This design comes from an exercise in tuning for small area, a short achievable clock period and few clock cycles on the open sky130 flow, not from production work. The RTL was checked by simulation tests, not by an equivalence proof against the original design.

Design jel_fsel, start of the top module:
module jel_fsel (
    input  wire        clk,
    input  wire        rst,           
    input  wire        qt_we,
    input  wire [5:0]  qt_addr,
    input  wire [15:0] qt_wdata,
    input  wire        cmd_valid,
    output wire        cmd_ready,
    input  wire        cmd_op,        
    input  wire [6:0]  cmd_arg,       
    input  wire [6:0]  cmd_pool,      
    input  wire [15:0] cmd_nlevels,   
    output reg         rsp_valid,
    output reg  [7:0]  rsp_code,      
    output reg  [6:0]  rsp_result,
    output reg  [6:0]  nfreqs,
    input  wire [5:0]  freq_addr,
    output reg  [5:0]  freq_data
);
For scale: about 340 flip-flops.
Settings: LEC_CHECK=0, CAP_MARGIN=20, CORE_MARGIN=2, CORE_UTILIZATION=65, CTS_BUF_LIST=sky130_fd_sc_hd__clkbuf_4, PLACE_DENSITY=0.85, SLEW_MARGIN=20; clock period 35.0 ns.
standard.sh (not shown) runs the stock make flow with config.mk's settings and CLKGATE_MAP_FILE= SYNTH_SCRIPT=/design/flow/synth_recipe.tcl, a recipe that flattens the netlist after the stock synthesis.
==> flow/flow/run.sh <==
#!/bin/bash
# Layout flow: the standard flow (standard.sh) with
#  - a longer ABC mapping script (flow/abc_speed.script) in synthesis; the
#    rest of synthesis, and so every register, is as standard,
#  - buf_2 cells as the port buffers,
#  - clock tree synthesis without dummy loads at the leaves,
#  - timing repair aiming for extra setup slack.
set -euo pipefail
rm -rf scripts_abc
cp -r "$FLOW_HOME/scripts" scripts_abc
cp flow/abc_speed.script scripts_abc/abc_speed.script
export SCRIPTS_DIR="$PWD/scripts_abc"
export BUFFER_PORTS_ARGS="-buffer_cell sky130_fd_sc_hd__buf_2"
export CTS_ARGS="-sink_clustering_enable -repair_clock_nets -buf_list sky130_fd_sc_hd__clkbuf_4 -dont_use_dummy_load"
export SETUP_SLACK_MARGIN=18.5
bash standard.sh > standard.log 2>&1
==> flow/flow/abc_speed.script <==
strash
&get -n
&st
&syn2
&synch2
&dch -f
&nf -R 1000
&put
topo
stime -c
buffer -c
upsize -c
dnsize -c
Testbench counts at the start, summed over its fixed seeds: cycles 768.
Rerun with:
==> flow/flow/run.sh (replaced) <==
#!/bin/bash
# Layout flow: the standard flow (standard.sh) with
#  - a longer ABC mapping script (flow/abc_speed.script) in synthesis; the
#    rest of synthesis, and so every register, is as standard,
#  - buf_2 cells as the port buffers,
#  - timing repair aiming for extra setup slack.
set -euo pipefail
rm -rf scripts_abc
cp -r "$FLOW_HOME/scripts" scripts_abc
cp flow/abc_speed.script scripts_abc/abc_speed.script
export SCRIPTS_DIR="$PWD/scripts_abc"
export BUFFER_PORTS_ARGS="-buffer_cell sky130_fd_sc_hd__buf_2"
export SETUP_SLACK_MARGIN=17
bash standard.sh > standard.log 2>&1
CORE_UTILIZATION = 40   (was 65)
PLACE_DENSITY = default   (was 0.85)
The new run completed without violations.
Core utilization decreases by 27 points.
First-iteration DRC count decreases by 21%.
Design area increases by 2.6%.
Setup slack is worse by 0.14 ns.
Rerun with:
--- a/flow/flow/run.sh
+++ b/flow/flow/run.sh
@@ -4,4 +4,5 @@
 #    rest of synthesis, and so every register, is as standard,
 #  - buf_2 cells as the port buffers,
+#  - clock tree synthesis without dummy loads at the leaves,
 #  - timing repair aiming for extra setup slack.
 set -euo pipefail
@@ -11,4 +12,5 @@
 export SCRIPTS_DIR="$PWD/scripts_abc"
 export BUFFER_PORTS_ARGS="-buffer_cell sky130_fd_sc_hd__buf_2"
-export SETUP_SLACK_MARGIN=17
+export CTS_ARGS="-sink_clustering_enable -repair_clock_nets -buf_list sky130_fd_sc_hd__clkbuf_8 -sink_clustering_size 14 -sink_clustering_max_diameter 50 -dont_use_dummy_load"
+export SETUP_SLACK_MARGIN=18.5
 bash standard.sh > standard.log 2>&1
CORE_UTILIZATION = 60   (was 40)
CTS_BUF_LIST = sky130_fd_sc_hd__clkbuf_8   (was sky130_fd_sc_hd__clkbuf_4)
CTS_CLUSTER_DIAMETER = 50   (was default)
CTS_CLUSTER_SIZE = 14   (was default)
=>
- critical path depth fell by 1
- via count fell by 1.1%
- routed wire length drops by 4.5%
- utilization increases by 22 points
- clock skew is lower by 0.019 ns
- first-iteration DRC count goes up by 7.8%
- cell count fell by 12%

---

Setup of tundra:
Another version of the RTL of jel_fsel (not shown whole).
Size: ~340 flip-flops, about 93 I/O pins.
export LEC_CHECK = 0
export CAP_MARGIN = 20
export CORE_MARGIN = 2
export CORE_UTILIZATION = 40
export CTS_BUF_LIST = sky130_fd_sc_hd__clkbuf_4
export SLEW_MARGIN = 20
create_clock -name core_clock -period 35.0 [get_ports {clk}]
==> flow/flow/run.sh <==
#!/bin/bash
# Layout flow: the standard flow (standard.sh) with
#  - a longer ABC mapping script (flow/abc_speed.script) in synthesis; the
#    rest of synthesis, and so every register, is as standard,
#  - buf_2 cells as the port buffers,
#  - timing repair aiming for extra setup slack.
set -euo pipefail
rm -rf scripts_abc
cp -r "$FLOW_HOME/scripts" scripts_abc
cp flow/abc_speed.script scripts_abc/abc_speed.script
export SCRIPTS_DIR="$PWD/scripts_abc"
export BUFFER_PORTS_ARGS="-buffer_cell sky130_fd_sc_hd__buf_2"
export SETUP_SLACK_MARGIN=17
bash standard.sh > standard.log 2>&1
Scripts as last shown in full above: flow/flow/abc_speed.script
tundra reached the final stage; the timing, design-rule and antenna checks on its layout passed.
Testbench counts of tundra, summed over its fixed seeds: cycles 768.
Here is what was changed in the inputs of juniper compared with tundra.
diff --git a/flow/config.mk b/flow/config.mk
--- a/flow/config.mk
+++ b/flow/config.mk
@@ -9,4 +9,6 @@
 export CORE_MARGIN = 2
 export CORE_UTILIZATION = 40
-export CTS_BUF_LIST = sky130_fd_sc_hd__clkbuf_4
+export CTS_BUF_LIST = sky130_fd_sc_hd__clkbuf_8
+export CTS_CLUSTER_DIAMETER = 50
+export CTS_CLUSTER_SIZE = 14
 export SLEW_MARGIN = 20
==> comparison <==
- Between juniper and tundra, the hold slack does not differ in any meaningful way.
- Detail-routed net length per standard cell: juniper and tundra compared, lower one is tundra
Inputs modified between juniper and sierra:
==> flow/flow/run.sh <==
#!/bin/bash
# Layout flow: the standard flow (standard.sh) with buf_2 cells as the
# port buffers, and timing repair aiming for extra setup slack.
set -euo pipefail
export BUFFER_PORTS_ARGS="-buffer_cell sky130_fd_sc_hd__buf_2"
export SETUP_SLACK_MARGIN=17
bash standard.sh > standard.log 2>&1
diff --git a/flow/config.mk b/flow/config.mk
--- a/flow/config.mk
+++ b/flow/config.mk
@@ -9,6 +9,4 @@
 export CORE_MARGIN = 2
 export CORE_UTILIZATION = 40
-export CTS_BUF_LIST = sky130_fd_sc_hd__clkbuf_8
-export CTS_CLUSTER_DIAMETER = 50
-export CTS_CLUSTER_SIZE = 14
+export CTS_BUF_LIST = sky130_fd_sc_hd__clkbuf_4
 export SLEW_MARGIN = 20
removed: flow/flow/abc_speed.script
### Flow results
- No stage failed in sierra, and the final checks on the layout all came back clean.
- | wire length on met1 | higher: sierra |
- Maximum achievable frequency: sierra vs juniper — no meaningful difference
- From juniper to sierra the numbers moved as follows: final setup slack of the worst path saw an increase.
- Synthesized area divided by synthesized cell count in sierra is about 3% below juniper.

afterwards: timing with drivers on the ports:
The results above use ideal ports. As a check the final layouts listed here were re-extracted and re-timed, cells and wires unchanged. Step 1: set_driving_cell puts a clkbuf_16 on clk and a buf_2 on each other input, an assumption about the parent block. Step 2, shift: input delay + t, output delay - t, t = (earliest + latest rising clock arrival at the registers) / 2. This alone moves slack from input paths to output paths. a / b / c = no drivers / after step 1 / after step 2; a / b = the first two.
run | t, ns | setup slack, ns | worst setup path at the end | slew at the worst register clock pin (ns) | pins driven straight from the clock port
the first run of note 1 | 0.735 | 17.199 / 17.145 / 17.145 | input to output | 0.07 / 0.07 | 1
the second run of note 1 | 0.865 | 17.062 / 17.011 / 17.011 | input to output | 0.08 / 0.08 | 1
the third run of note 1 | 0.601 | 17.170 / 17.121 / 17.121 | input to output | 0.10 / 0.10 | 1
tundra | 0.881 | 16.252 / 16.204 / 16.204 | input to output | 0.08 / 0.08 | 1
juniper | 0.678 | 16.246 / 16.197 / 16.197 | input to output | 0.10 / 0.10 | 1
sierra | 0.881 | 16.300 / 16.236 / 16.236 | input to output | 0.08 / 0.08 | 1
After both steps setup and hold are still met in every run listed. For sierra, which loses most, drivers alone change the setup slack by -0.064 ns; drivers and shift together by -0.064 ns.
